This design comes from an exercise in tuning for small area, a short achievable clock period and few clock cycles per item on the open sky130 flow, not from production work. Function was checked by simulation only, so behaviour that the tests miss may differ from the original.

==> trial 21 <==
==> flow/design.v <==
module blep_osc (
    input  wire        clk,
    input  wire        rst,         
    input  wire        cfg_we,
    input  wire [2:0]  cfg_addr,
    input  wire [31:0] cfg_data,
    input  wire        in_valid,
    output wire        in_ready,
    output reg         out_valid,
    output reg  [31:0] out_y
);
    localparam [31:0] ONE      = 32'd65536;
    localparam [31:0] F_MIN    = 32'd655;           
    localparam [31:0] F_RST    = 32'd28835840;      
    localparam [31:0] GM_ONE   = 32'd1073741824;    
    localparam [31:0] PW_NORM  = 32'h80000000;      
    localparam [31:0] PW_JC    = 32'd2276332667;    
    localparam integer R = 4;                       
    reg [31:0] freq, target, gmult, gsteps, stg_target, stg_mult;
    reg [16:0] blend, subblend;
    reg        jc;
    reg [31:0] phase, subphase;
    reg [1:0] pend;
    assign in_ready = (pend != 2'd3);
    wire acc = in_valid & in_ready;
    wire [63:0] gprod = freq * gmult;
    wire [31:0] mg    = gprod[61:30];
    wire [31:0] gnext = (gsteps == 32'd1) ? target : ((mg < F_MIN) ? F_MIN : mg);
    reg v1, nc1;         
    reg v2, nc2;         
    wire c_done;
    wire d_move = v1 & (~v2 | c_done);
    wire issue  = (pend != 2'd0) & (~v1 | d_move);
    wire [47:0] f48   = {16'd0, freq};
    wire [47:0] kprod = (f48 << 16) + (f48 << 15) - (f48 << 10) + (f48 << 7) - (f48 << 4) - f48;
    reg  [31:0] dtr;
    wire [31:0] dts = dtr >> 1;
    wire [31:0] pw  = jc ? PW_JC : PW_NORM;
    wire [31:0] bt0 = phase;
    wire [31:0] bt1 = phase - pw;
    wire [31:0] bt2 = subphase;
    wire [31:0] bt3 = subphase + 32'h80000000;
    wire [31:0] nt0 = -bt0, nt1 = -bt1, nt2 = -bt2, nt3 = -bt3;
    wire [3:0] low  = {bt3 < dts, bt2 < dts, bt1 < dtr, bt0 < dtr};
    wire [3:0] high = {(bt3 != 32'd0) && (nt3 < dts), (bt2 != 32'd0) && (nt2 < dts),
                       (bt1 != 32'd0) && (nt1 < dtr), (bt0 != 32'd0) && (nt0 < dtr)};
    reg [3:0]  slot_ok, slot_new;
    reg [16:0] slot_v0, slot_v1, slot_v2, slot_v3;    
    wire [3:0] hit  = nc2 ? (slot_ok & low) : 4'd0;
    wire [3:0] zt   = low & {bt3 == 32'd0, bt2 == 32'd0, bt1 == 32'd0, bt0 == 32'd0};
    wire [3:0] need = (low | high) & ~hit & ~zt;
    localparam [1:0] C_CHK = 2'd0, C_DIV = 2'd1, C_SQ = 2'd2;
    reg [1:0]  cst;
    reg [3:0]  pm;                   
    reg [1:0]  ck;                   
    reg        cneg;
    reg [33:0] rem;                  
    reg [15:0] q;
    reg [1:0]  cnt;
    reg signed [17:0] b0r, b1r, b2r, b3r;
    function [1:0] first(input [3:0] m);
        first = m[0] ? 2'd0 : m[1] ? 2'd1 : m[2] ? 2'd2 : 2'd3;
    endfunction
    function [31:0] sel32(input [1:0] k, input [31:0] a0, input [31:0] a1,
                          input [31:0] a2, input [31:0] a3);
        case (k)
            2'd0: sel32 = a0;
            2'd1: sel32 = a1;
            2'd2: sel32 = a2;
            default: sel32 = a3;
        endcase
    endfunction
    wire [3:0]  ldmask = (cst == C_CHK) ? need : pm;
    wire [1:0]  lk     = first(ldmask);
    wire [3:0]  ldec   = 4'd1 << lk;
    wire        llow   = |(low & ldec);
    wire [31:0] lt     = llow ? sel32(lk, bt0, bt1, bt2, bt3) : sel32(lk, nt0, nt1, nt2, nt3);
    wire [31:0] bd = ck[1] ? dts : dtr;
    reg [33:0] dr;
    reg [15:0] dq;
    integer i;
    always @(*) begin
        dr = rem;
        dq = q;
        for (i = 0; i < R; i = i + 1) begin
            if (dr[33])
                dr = {dr[32:0], 1'b0} + {2'b0, bd};
            else
                dr = {dr[32:0], 1'b0} - {2'b0, bd};
            dq = {dq[14:0], ~dr[33]};
        end
    end
    wire rnz = (rem != 34'd0) && (rem[31:0] + bd != 32'd0);
    reg [31:0] qsq;
    integer j;
    always @(*) begin
        qsq = 32'd0;
        for (j = 0; j < 16; j = j + 1)
            qsq = qsq + (((({16'd0, q} >> (j + 1)) << (2 * j + 2)) | (32'd1 << (2 * j))) & {32{q[j]}});
    end
    wire [16:0] s1   = qsq[31:16];
    wire [32:0] qsq1 = {1'b0, qsq} + {16'd0, q, 1'b1};       
    wire signed [17:0] q2   = $signed({1'b0, q, 1'b0});
    wire signed [17:0] s1s  = $signed({1'b0, s1});
    wire signed [17:0] newb = cneg ? (s1s - q2 + $signed(18'd65536))
                                   : (q2 - s1s - $signed(18'd65536));
    wire [16:0] slot_calc = rnz ? qsq1[32:16] : s1;
    wire signed [17:0] e0 = hit[0] ? -$signed({1'b0, slot_v0}) : zt[0] ? -18'sd65536 : 18'sd0;
    wire signed [17:0] e1 = hit[1] ? -$signed({1'b0, slot_v1}) : zt[1] ? -18'sd65536 : 18'sd0;
    wire signed [17:0] e2 = hit[2] ? -$signed({1'b0, slot_v2}) : zt[2] ? -18'sd65536 : 18'sd0;
    wire signed [17:0] e3 = hit[3] ? -$signed({1'b0, slot_v3}) : zt[3] ? -18'sd65536 : 18'sd0;
    wire fin = (cst == C_SQ);
    wire signed [17:0] b0 = fin ? ((ck == 2'd0) ? newb : b0r) : e0;
    wire signed [17:0] b1 = fin ? ((ck == 2'd1) ? newb : b1r) : e1;
    wire signed [17:0] b2 = fin ? ((ck == 2'd2) ? newb : b2r) : e2;
    wire signed [17:0] b3 = fin ? ((ck == 2'd3) ? newb : b3r) : e3;
    wire [3:0] ckdec = 4'd1 << ck;
    assign c_done = v2 & ((fin & (pm == 4'd0)) | ((cst == C_CHK) & (need == 4'd0)));
    wire signed [18:0] nv_sq  = (phase < pw) ? 19'sd65536 : -19'sd65536;
    wire signed [18:0] nv_sub = subphase[31] ? -19'sd65536 : 19'sd65536;
    wire signed [17:0] saw_c  = $signed({1'b0, phase[31:15]}) - $signed(18'd65536) - b0;
    wire signed [18:0] sqw_c  = nv_sq + b0 - b1;
    wire signed [18:0] sub_c  = nv_sub + b2 - b3;
    reg v3, v4, v5;
    reg signed [18:0] sqw, sub, sub2;
    reg signed [19:0] dsq;           
    reg [15:0] sawl, xl2;
    reg signed [20:0] mainv, mixv;
    wire signed [37:0] pz  = $signed({1'b0, blend}) * dsq;
    wire [15:0] xl1        = blend[15:0] * sawl;
    wire        c1         = pz[15:0] < xl1;
    wire signed [20:0] main_c = sqw + (pz >>> 16) - $signed({20'd0, c1});
    wire [15:0] xl2_c      = subblend[15:0] * sub[15:0];
    wire signed [20:0] dm  = sub2 - mainv;
    wire signed [38:0] pz2 = $signed({1'b0, subblend}) * dm;
    wire        c2         = pz2[15:0] < xl2;
    wire signed [20:0] mix_c = mainv + (pz2 >>> 16) - $signed({20'd0, c2});
    wire signed [37:0] mx = mixv;
    wire signed [37:0] pe = (mx <<< 16) - (mx <<< 14) - (mx <<< 12) + (mx <<< 10) + (mx <<< 8) - (mx <<< 1);
    wire signed [21:0] out_c = pe >>> 16;
    function [16:0] clamp01(input [31:0] v);
        if (v[31])
            clamp01 = 17'd0;
        else if (v > ONE)
            clamp01 = ONE[16:0];
        else
            clamp01 = v[16:0];
    endfunction
    wire [16:0] cl = clamp01(cfg_data);
    always @(posedge clk) begin
        if (d_move) dtr <= kprod[47:16];
        if (c_done) begin
            sqw  <= sqw_c;
            dsq  <= saw_c - sqw_c;
            sawl <= saw_c[15:0];
            sub  <= sub_c;
        end
        mainv <= main_c;
        sub2  <= sub;
        xl2   <= xl2_c;
        mixv  <= mix_c;
        out_y <= {{10{out_c[21]}}, out_c};
    end
    always @(posedge clk) begin
        if (rst) begin
            out_valid  <= 1'b0;
            freq       <= F_RST;
            target     <= F_RST;
            gmult      <= GM_ONE;
            gsteps     <= 32'd0;
            stg_target <= F_RST;
            stg_mult   <= GM_ONE;
            blend      <= ONE[16:0];
            subblend   <= 17'd0;
            jc         <= 1'b0;
            phase      <= 32'd0;
            subphase   <= 32'd0;
            pend       <= 2'd0;
            v1         <= 1'b0;
            v2         <= 1'b0;
            v3         <= 1'b0;
            v4         <= 1'b0;
            v5         <= 1'b0;
            cst        <= C_CHK;
            slot_ok    <= 4'd0;
            slot_new   <= 4'd0;
        end else begin
            pend <= pend + {1'b0, acc} - {1'b0, issue};
            if (issue) begin
                if (gsteps != 32'd0) begin
                    gsteps <= gsteps - 32'd1;
                    freq   <= gnext;
                end
                nc1 <= (gsteps == 32'd0);
            end
            if (issue)
                v1 <= 1'b1;
            else if (d_move)
                v1 <= 1'b0;
            if (d_move) begin
                v2  <= 1'b1;
                nc2 <= nc1;
            end else if (c_done)
                v2 <= 1'b0;
            case (cst)
                C_CHK: if (v2 && need != 4'd0) begin
                    b0r  <= e0;
                    b1r  <= e1;
                    b2r  <= e2;
                    b3r  <= e3;
                    pm   <= need & ~ldec;
                    ck   <= lk;
                    cneg <= ~llow;
                    rem  <= {2'b00, lt};
                    q    <= 16'd0;
                    cnt  <= 2'd0;
                    cst  <= C_DIV;
                end
                C_DIV: begin
                    rem <= dr;
                    q   <= dq;
                    cnt <= cnt + 2'd1;
                    if (cnt == 2'd3) cst <= C_SQ;
                end
                C_SQ: begin
                    case (ck)
                        2'd0: b0r <= newb;
                        2'd1: b1r <= newb;
                        2'd2: b2r <= newb;
                        2'd3: b3r <= newb;
                    endcase
                    if (cneg) begin
                        slot_new <= slot_new | ckdec;
                        case (ck)
                            2'd0: slot_v0 <= slot_calc;
                            2'd1: slot_v1 <= slot_calc;
                            2'd2: slot_v2 <= slot_calc;
                            2'd3: slot_v3 <= slot_calc;
                        endcase
                    end
                    if (pm != 4'd0) begin
                        pm   <= pm & ~ldec;
                        ck   <= lk;
                        cneg <= ~llow;
                        rem  <= {2'b00, lt};
                        q    <= 16'd0;
                        cnt  <= 2'd0;
                        cst  <= C_DIV;
                    end else
                        cst <= C_CHK;
                end
                default: cst <= C_CHK;
            endcase
            if (c_done) begin
                phase    <= phase + dtr;
                subphase <= subphase + dts;
                slot_ok  <= slot_new | ((fin & cneg) ? ckdec : 4'd0);
                slot_new <= 4'd0;
            end
            v3        <= c_done;
            v4        <= v3;
            v5        <= v4;
            out_valid <= v5;
            if (cfg_we) begin
                slot_ok <= 4'd0;
                case (cfg_addr)
                    3'd0: begin
                        freq     <= (cfg_data < F_MIN) ? F_MIN : cfg_data;
                        target   <= (cfg_data < F_MIN) ? F_MIN : cfg_data;
                        gsteps   <= 32'd0;
                        gmult    <= GM_ONE;
                        phase    <= 32'd0;
                        subphase <= 32'd0;
                    end
                    3'd1: stg_target <= (cfg_data < F_MIN) ? F_MIN : cfg_data;
                    3'd2: stg_mult   <= cfg_data;
                    3'd3: begin
                        target <= stg_target;
                        gmult  <= stg_mult;
                        gsteps <= (cfg_data == 32'd0) ? 32'd1 : cfg_data;
                    end
                    3'd4: blend    <= cl;
                    3'd5: subblend <= cl;
                    3'd6: if (cfg_data <= 32'd1) jc <= cfg_data[0];
                    3'd7: begin
                        phase    <= 32'd0;
                        subphase <= 32'd0;
                    end
                endcase
            end
        end
    end
endmodule
==> flow/run.sh <==
#!/bin/bash
# synth_recipe.tcl (not shown) runs the flow's synth.tcl, then flattens the netlist and writes it again
# the make line also repeats each setting of config.mk as NAME=value (left out here)
make -C /OpenROAD-flow-scripts/flow DESIGN_CONFIG=/design/flow/config.mk WORK_HOME=/design/flow/orfs CLKGATE_MAP_FILE= SYNTH_SCRIPT=/design/flow/synth_recipe.tcl finish
==> flow/config.mk <==
export PLATFORM = sky130hd
export DESIGN_NAME = blep_osc
export DESIGN_NICKNAME = blep_osc
export VERILOG_FILES = /design/flow/design.v
export SDC_FILE = /design/flow/constraint.sdc
export NUM_CORES = 4
export LEC_CHECK = 0
export ABC_AREA = 1
export CAP_MARGIN = 20
export CORE_MARGIN = 2
export CORE_UTILIZATION = 40
export SLEW_MARGIN = 20
==> flow/constraint.sdc <==
create_clock -name core_clock -period 20.0 [get_ports {clk}]
set_input_delay 4.0000 -clock core_clock [delete_from_list [all_inputs] [get_ports {clk}]]
set_output_delay 4.0000 -clock core_clock [all_outputs]
set_load 0.01 [all_outputs]
==> build 9 (differences from trial 21) <==
--- a/flow/design.v
+++ b/flow/design.v
@@ -18,5 +18,5 @@
     localparam integer R = 4;                       
     reg [31:0] freq, target, gmult, gsteps, stg_target, stg_mult;
-    reg [16:0] blend, subblend;
+    reg [16:0] blend, nblend, subblend, nsub;
     reg        jc;
     reg [31:0] phase, subphase;
@@ -45,9 +45,10 @@
     wire [3:0] high = {(bt3 != 32'd0) && (nt3 < dts), (bt2 != 32'd0) && (nt2 < dts),
                        (bt1 != 32'd0) && (nt1 < dtr), (bt0 != 32'd0) && (nt0 < dtr)};
-    reg [3:0]  slot_ok, slot_new;
-    reg [16:0] slot_v0, slot_v1, slot_v2, slot_v3;    
-    wire [3:0] hit  = nc2 ? (slot_ok & low) : 4'd0;
-    wire [3:0] zt   = low & {bt3 == 32'd0, bt2 == 32'd0, bt1 == 32'd0, bt0 == 32'd0};
-    wire [3:0] need = (low | high) & ~hit & ~zt;
+    reg        slot_ok, slot_new;
+    reg [1:0]  slot_k;
+    reg [16:0] slot_val;             
+    wire [3:0] kdec = 4'd1 << slot_k;
+    wire [3:0] hit  = (slot_ok & nc2) ? (kdec & low) : 4'd0;
+    wire [3:0] need = (low | high) & ~hit;
     localparam [1:0] C_CHK = 2'd0, C_DIV = 2'd1, C_SQ = 2'd2;
     reg [1:0]  cst;
@@ -106,14 +107,10 @@
                                    : (q2 - s1s - $signed(18'd65536));
     wire [16:0] slot_calc = rnz ? qsq1[32:16] : s1;
-    wire signed [17:0] e0 = hit[0] ? -$signed({1'b0, slot_v0}) : zt[0] ? -18'sd65536 : 18'sd0;
-    wire signed [17:0] e1 = hit[1] ? -$signed({1'b0, slot_v1}) : zt[1] ? -18'sd65536 : 18'sd0;
-    wire signed [17:0] e2 = hit[2] ? -$signed({1'b0, slot_v2}) : zt[2] ? -18'sd65536 : 18'sd0;
-    wire signed [17:0] e3 = hit[3] ? -$signed({1'b0, slot_v3}) : zt[3] ? -18'sd65536 : 18'sd0;
+    wire signed [17:0] sv = -$signed({1'b0, slot_val});
     wire fin = (cst == C_SQ);
-    wire signed [17:0] b0 = fin ? ((ck == 2'd0) ? newb : b0r) : e0;
-    wire signed [17:0] b1 = fin ? ((ck == 2'd1) ? newb : b1r) : e1;
-    wire signed [17:0] b2 = fin ? ((ck == 2'd2) ? newb : b2r) : e2;
-    wire signed [17:0] b3 = fin ? ((ck == 2'd3) ? newb : b3r) : e3;
-    wire [3:0] ckdec = 4'd1 << ck;
+    wire signed [17:0] b0 = fin ? ((ck == 2'd0) ? newb : b0r) : (hit[0] ? sv : 18'sd0);
+    wire signed [17:0] b1 = fin ? ((ck == 2'd1) ? newb : b1r) : (hit[1] ? sv : 18'sd0);
+    wire signed [17:0] b2 = fin ? ((ck == 2'd2) ? newb : b2r) : (hit[2] ? sv : 18'sd0);
+    wire signed [17:0] b3 = fin ? ((ck == 2'd3) ? newb : b3r) : (hit[3] ? sv : 18'sd0);
     assign c_done = v2 & ((fin & (pm == 4'd0)) | ((cst == C_CHK) & (need == 4'd0)));
     wire signed [18:0] nv_sq  = (phase < pw) ? 19'sd65536 : -19'sd65536;
@@ -123,17 +120,14 @@
     wire signed [18:0] sub_c  = nv_sub + b2 - b3;
     reg v3, v4, v5;
-    reg signed [18:0] sqw, sub, sub2;
-    reg signed [19:0] dsq;           
-    reg [15:0] sawl, xl2;
-    reg signed [20:0] mainv, mixv;
-    wire signed [37:0] pz  = $signed({1'b0, blend}) * dsq;
-    wire [15:0] xl1        = blend[15:0] * sawl;
-    wire        c1         = pz[15:0] < xl1;
-    wire signed [20:0] main_c = sqw + (pz >>> 16) - $signed({20'd0, c1});
-    wire [15:0] xl2_c      = subblend[15:0] * sub[15:0];
-    wire signed [20:0] dm  = sub2 - mainv;
-    wire signed [38:0] pz2 = $signed({1'b0, subblend}) * dm;
-    wire        c2         = pz2[15:0] < xl2;
-    wire signed [20:0] mix_c = mainv + (pz2 >>> 16) - $signed({20'd0, c2});
+    reg signed [17:0] saw;
+    reg signed [18:0] sqw, sub;
+    reg signed [20:0] mainv, subp, mixv;
+    wire signed [35:0] pa = $signed({1'b0, blend}) * saw;
+    wire signed [36:0] pb = $signed({1'b0, nblend}) * sqw;
+    wire signed [36:0] pc = $signed({1'b0, subblend}) * sub;
+    wire signed [20:0] main_c = (pa >>> 16) + (pb >>> 16);
+    wire signed [20:0] subp_c = pc >>> 16;
+    wire signed [38:0] pd = $signed({1'b0, nsub}) * mainv;
+    wire signed [20:0] mix_c = (pd >>> 16) + subp;
     wire signed [37:0] mx = mixv;
     wire signed [37:0] pe = (mx <<< 16) - (mx <<< 14) - (mx <<< 12) + (mx <<< 10) + (mx <<< 8) - (mx <<< 1);
@@ -151,12 +145,10 @@
         if (d_move) dtr <= kprod[47:16];
         if (c_done) begin
-            sqw  <= sqw_c;
-            dsq  <= saw_c - sqw_c;
-            sawl <= saw_c[15:0];
-            sub  <= sub_c;
+            saw <= saw_c;
+            sqw <= sqw_c;
+            sub <= sub_c;
         end
         mainv <= main_c;
-        sub2  <= sub;
-        xl2   <= xl2_c;
+        subp  <= subp_c;
         mixv  <= mix_c;
         out_y <= {{10{out_c[21]}}, out_c};
@@ -172,5 +164,7 @@
             stg_mult   <= GM_ONE;
             blend      <= ONE[16:0];
+            nblend     <= 17'd0;
             subblend   <= 17'd0;
+            nsub       <= ONE[16:0];
             jc         <= 1'b0;
             phase      <= 32'd0;
@@ -183,6 +177,6 @@
             v5         <= 1'b0;
             cst        <= C_CHK;
-            slot_ok    <= 4'd0;
-            slot_new   <= 4'd0;
+            slot_ok    <= 1'b0;
+            slot_new   <= 1'b0;
         end else begin
             pend <= pend + {1'b0, acc} - {1'b0, issue};
@@ -205,8 +199,8 @@
             case (cst)
                 C_CHK: if (v2 && need != 4'd0) begin
-                    b0r  <= e0;
-                    b1r  <= e1;
-                    b2r  <= e2;
-                    b3r  <= e3;
+                    b0r  <= hit[0] ? sv : 18'sd0;
+                    b1r  <= hit[1] ? sv : 18'sd0;
+                    b2r  <= hit[2] ? sv : 18'sd0;
+                    b3r  <= hit[3] ? sv : 18'sd0;
                     pm   <= need & ~ldec;
                     ck   <= lk;
@@ -230,12 +224,8 @@
                         2'd3: b3r <= newb;
                     endcase
-                    if (cneg) begin
-                        slot_new <= slot_new | ckdec;
-                        case (ck)
-                            2'd0: slot_v0 <= slot_calc;
-                            2'd1: slot_v1 <= slot_calc;
-                            2'd2: slot_v2 <= slot_calc;
-                            2'd3: slot_v3 <= slot_calc;
-                        endcase
+                    if (cneg && !slot_new) begin
+                        slot_new <= 1'b1;
+                        slot_k   <= ck;
+                        slot_val <= slot_calc;
                     end
                     if (pm != 4'd0) begin
@@ -255,6 +245,6 @@
                 phase    <= phase + dtr;
                 subphase <= subphase + dts;
-                slot_ok  <= slot_new | ((fin & cneg) ? ckdec : 4'd0);
-                slot_new <= 4'd0;
+                slot_ok  <= slot_new;
+                slot_new <= 1'b0;
             end
             v3        <= c_done;
@@ -263,5 +253,5 @@
             out_valid <= v5;
             if (cfg_we) begin
-                slot_ok <= 4'd0;
+                slot_ok <= 1'b0;
                 case (cfg_addr)
                     3'd0: begin
@@ -280,6 +270,6 @@
                         gsteps <= (cfg_data == 32'd0) ? 32'd1 : cfg_data;
                     end
-                    3'd4: blend    <= cl;
-                    3'd5: subblend <= cl;
+                    3'd4: begin blend    <= cl; nblend <= ONE[16:0] - cl; end
+                    3'd5: begin subblend <= cl; nsub   <= ONE[16:0] - cl; end
                     3'd6: if (cfg_data <= 32'd1) jc <= cfg_data[0];
                     3'd7: begin
Settings changed: ABC_AREA 1 to not set.
==> build 46 (differences from trial 21) <==
--- a/flow/design.v
+++ b/flow/design.v
@@ -31,5 +31,5 @@
     wire c_done;
     wire d_move = v1 & (~v2 | c_done);
-    wire issue  = (pend != 2'd0) & (~v1 | d_move);
+    wire issue  = ((pend != 2'd0) | acc) & (~v1 | d_move);
     wire [47:0] f48   = {16'd0, freq};
     wire [47:0] kprod = (f48 << 16) + (f48 << 15) - (f48 << 10) + (f48 << 7) - (f48 << 4) - f48;
@@ -55,5 +55,6 @@
     reg [1:0]  ck;                   
     reg        cneg;
-    reg [33:0] rem;                  
+    reg [31:0] rem;
+    reg [33:0] bd3;                  
     reg [15:0] q;
     reg [1:0]  cnt;
@@ -75,21 +76,30 @@
     wire [3:0]  ldec   = 4'd1 << lk;
     wire        llow   = |(low & ldec);
+    wire [31:0] ldd    = lk[1] ? dts : dtr;
     wire [31:0] lt     = llow ? sel32(lk, bt0, bt1, bt2, bt3) : sel32(lk, nt0, nt1, nt2, nt3);
-    wire [31:0] bd = ck[1] ? dts : dtr;
-    reg [33:0] dr;
+    reg  [31:0] bd;                  
+    reg [31:0] dr;
     reg [15:0] dq;
+    reg [34:0] m1, m2, m3;
     integer i;
     always @(*) begin
         dr = rem;
         dq = q;
-        for (i = 0; i < R; i = i + 1) begin
-            if (dr[33])
-                dr = {dr[32:0], 1'b0} + {2'b0, bd};
-            else
-                dr = {dr[32:0], 1'b0} - {2'b0, bd};
-            dq = {dq[14:0], ~dr[33]};
+        for (i = 0; i < R / 2; i = i + 1) begin
+            m1 = {1'b0, dr, 2'b00} - {3'b0, bd};
+            m2 = {1'b0, dr, 2'b00} - {2'b0, bd, 1'b0};
+            m3 = {1'b0, dr, 2'b00} - {1'b0, bd3};
+            if (!m3[34]) begin
+                dr = m3[31:0]; dq = {dq[13:0], 2'd3};
+            end else if (!m2[34]) begin
+                dr = m2[31:0]; dq = {dq[13:0], 2'd2};
+            end else if (!m1[34]) begin
+                dr = m1[31:0]; dq = {dq[13:0], 2'd1};
+            end else begin
+                dr = {dr[29:0], 2'b00}; dq = {dq[13:0], 2'd0};
+            end
         end
     end
-    wire rnz = (rem != 34'd0) && (rem[31:0] + bd != 32'd0);
+    wire rnz = (rem != 32'd0);
     reg [31:0] qsq;
     integer j;
@@ -123,15 +133,15 @@
     wire signed [18:0] sub_c  = nv_sub + b2 - b3;
     reg v3, v4, v5;
-    reg signed [18:0] sqw, sub, sub2;
+    reg signed [18:0] sqw, sub;
     reg signed [19:0] dsq;           
     reg [15:0] sawl, xl2;
-    reg signed [20:0] mainv, mixv;
+    reg signed [20:0] mainv, mixv, dmr;
     wire signed [37:0] pz  = $signed({1'b0, blend}) * dsq;
     wire [15:0] xl1        = blend[15:0] * sawl;
     wire        c1         = pz[15:0] < xl1;
     wire signed [20:0] main_c = sqw + (pz >>> 16) - $signed({20'd0, c1});
+    wire signed [20:0] dm_c   = (sub - sqw) - (pz >>> 16) + $signed({20'd0, c1});    
     wire [15:0] xl2_c      = subblend[15:0] * sub[15:0];
-    wire signed [20:0] dm  = sub2 - mainv;
-    wire signed [38:0] pz2 = $signed({1'b0, subblend}) * dm;
+    wire signed [38:0] pz2 = $signed({1'b0, subblend}) * dmr;
     wire        c2         = pz2[15:0] < xl2;
     wire signed [20:0] mix_c = mainv + (pz2 >>> 16) - $signed({20'd0, c2});
@@ -157,5 +167,5 @@
         end
         mainv <= main_c;
-        sub2  <= sub;
+        dmr   <= dm_c;
         xl2   <= xl2_c;
         mixv  <= mix_c;
@@ -212,5 +222,7 @@
                     ck   <= lk;
                     cneg <= ~llow;
-                    rem  <= {2'b00, lt};
+                    rem  <= lt;
+                    bd   <= ldd;
+                    bd3  <= {2'b00, ldd} + {1'b0, ldd, 1'b0};
                     q    <= 16'd0;
                     cnt  <= 2'd0;
@@ -243,5 +255,7 @@
                         ck   <= lk;
                         cneg <= ~llow;
-                        rem  <= {2'b00, lt};
+                        rem  <= lt;
+                    bd   <= ldd;
+                    bd3  <= {2'b00, ldd} + {1'b0, ldd, 1'b0};
                         q    <= 16'd0;
                         cnt  <= 2'd0;
Settings changed: CORE_UTILIZATION 40 to 55.
==> comparison table <==
metric                                                                 build 46         build 9        trial 21
Avg Cell Area, Syn                                                    7.421 µm²       8.657 µm²       7.415 µm²
Cts bufs inserted                                                           104              90              91
Total non-filler cell area in the finished layout                    0.1570 mm²      0.1555 mm²      0.1545 mm²
Fraction of area in multi-input gates                                    70.00%          75.33%          70.32%
Launch instance of the worst register-to-register path                     q[4]           ck[1]            q[6]
Startpoint of the worst hold path                                            v3              v5         sub[16]
Data required time of the critical path                                20.57 ns        20.50 ns        20.47 ns
Worst hold slack after final layout                                   0.2868 ns       0.4360 ns       0.3443 ns
Count of cell types in the netlist                                           79             118              70
M1 wire length                                                         211.5 mm        186.6 mm        208.1 mm
Number of cells in the design after placement                            23.24k          21.30k          24.01k
Number of standard cells in the layout, taps in and fillers out          23.45k          21.46k          24.18k
Core area                                                            0.2705 mm²      0.3655 mm²      0.3628 mm²
Met2 wire len                                                          214.0 mm        199.5 mm        216.9 mm
Met2 track demand over resource in global routing                        55.06%          38.21%          42.07%
Layout non-clock buf frac                                                1.409%          1.510%          1.451%
Cell count after synthesis                                               20.14k          16.96k          19.69k
Met3 Routed Length                                                     44.52 mm        26.57 mm        29.66 mm
Number of filler cells placed in the layout                              26.29k          36.73k          37.45k
Run status                                                       finished clean  finished clean  finished clean
Clock buffer cells                                                          123             127             113
Number of flip-flops in the largest register                                 33              34              34
Cell area after synthesis                                            0.1495 mm²      0.1469 mm²      0.1460 mm²
Top layer reached by signal wires                                          met4            met5            met5
Combined area of the multi-input logic cells                         0.1099 mm²      0.1171 mm²      0.1087 mm²
Testbench counts of trial 21, summed over its fixed seeds: cycles 6,943, samples 4,800.
Testbench counts of build 9, summed over its fixed seeds: cycles 7,933, samples 4,800.
Testbench counts of build 46, summed over its fixed seeds: cycles 6,874, samples 4,800.

separate check: timing with driven ports:
How much do the figures lean on ideal ports? The routed layouts below were timed once more, with nothing changed but the port constraints. Step 1, drivers: a clkbuf_16 drives clk and a buf_2 each remaining input, both assumed. Step 2 also shifts input and output timing later by t, the mid clock arrival at the registers, as if the neighbouring blocks saw the same clock. Slacks: ideal ports / drivers / drivers and shift; pairs: ideal ports / drivers.
run | t, ns | slack for setup (ns) | worst register clock-pin slew, ns | worst data-port slew with drivers (ns) | cell pins on the clock port's net
trial 21 | 0.821 | 8.281 / 8.281 / 8.281 | 0.07 / 0.07 | 0.28 | 1
build 9 | 0.911 | 6.269 / 6.269 / 6.269 | 0.08 / 0.08 | 0.18 | 1
build 46 | 0.957 | 8.377 / 8.377 / 8.377 | 0.08 / 0.08 | 0.09 | 1
After both steps every run listed still meets setup and hold.
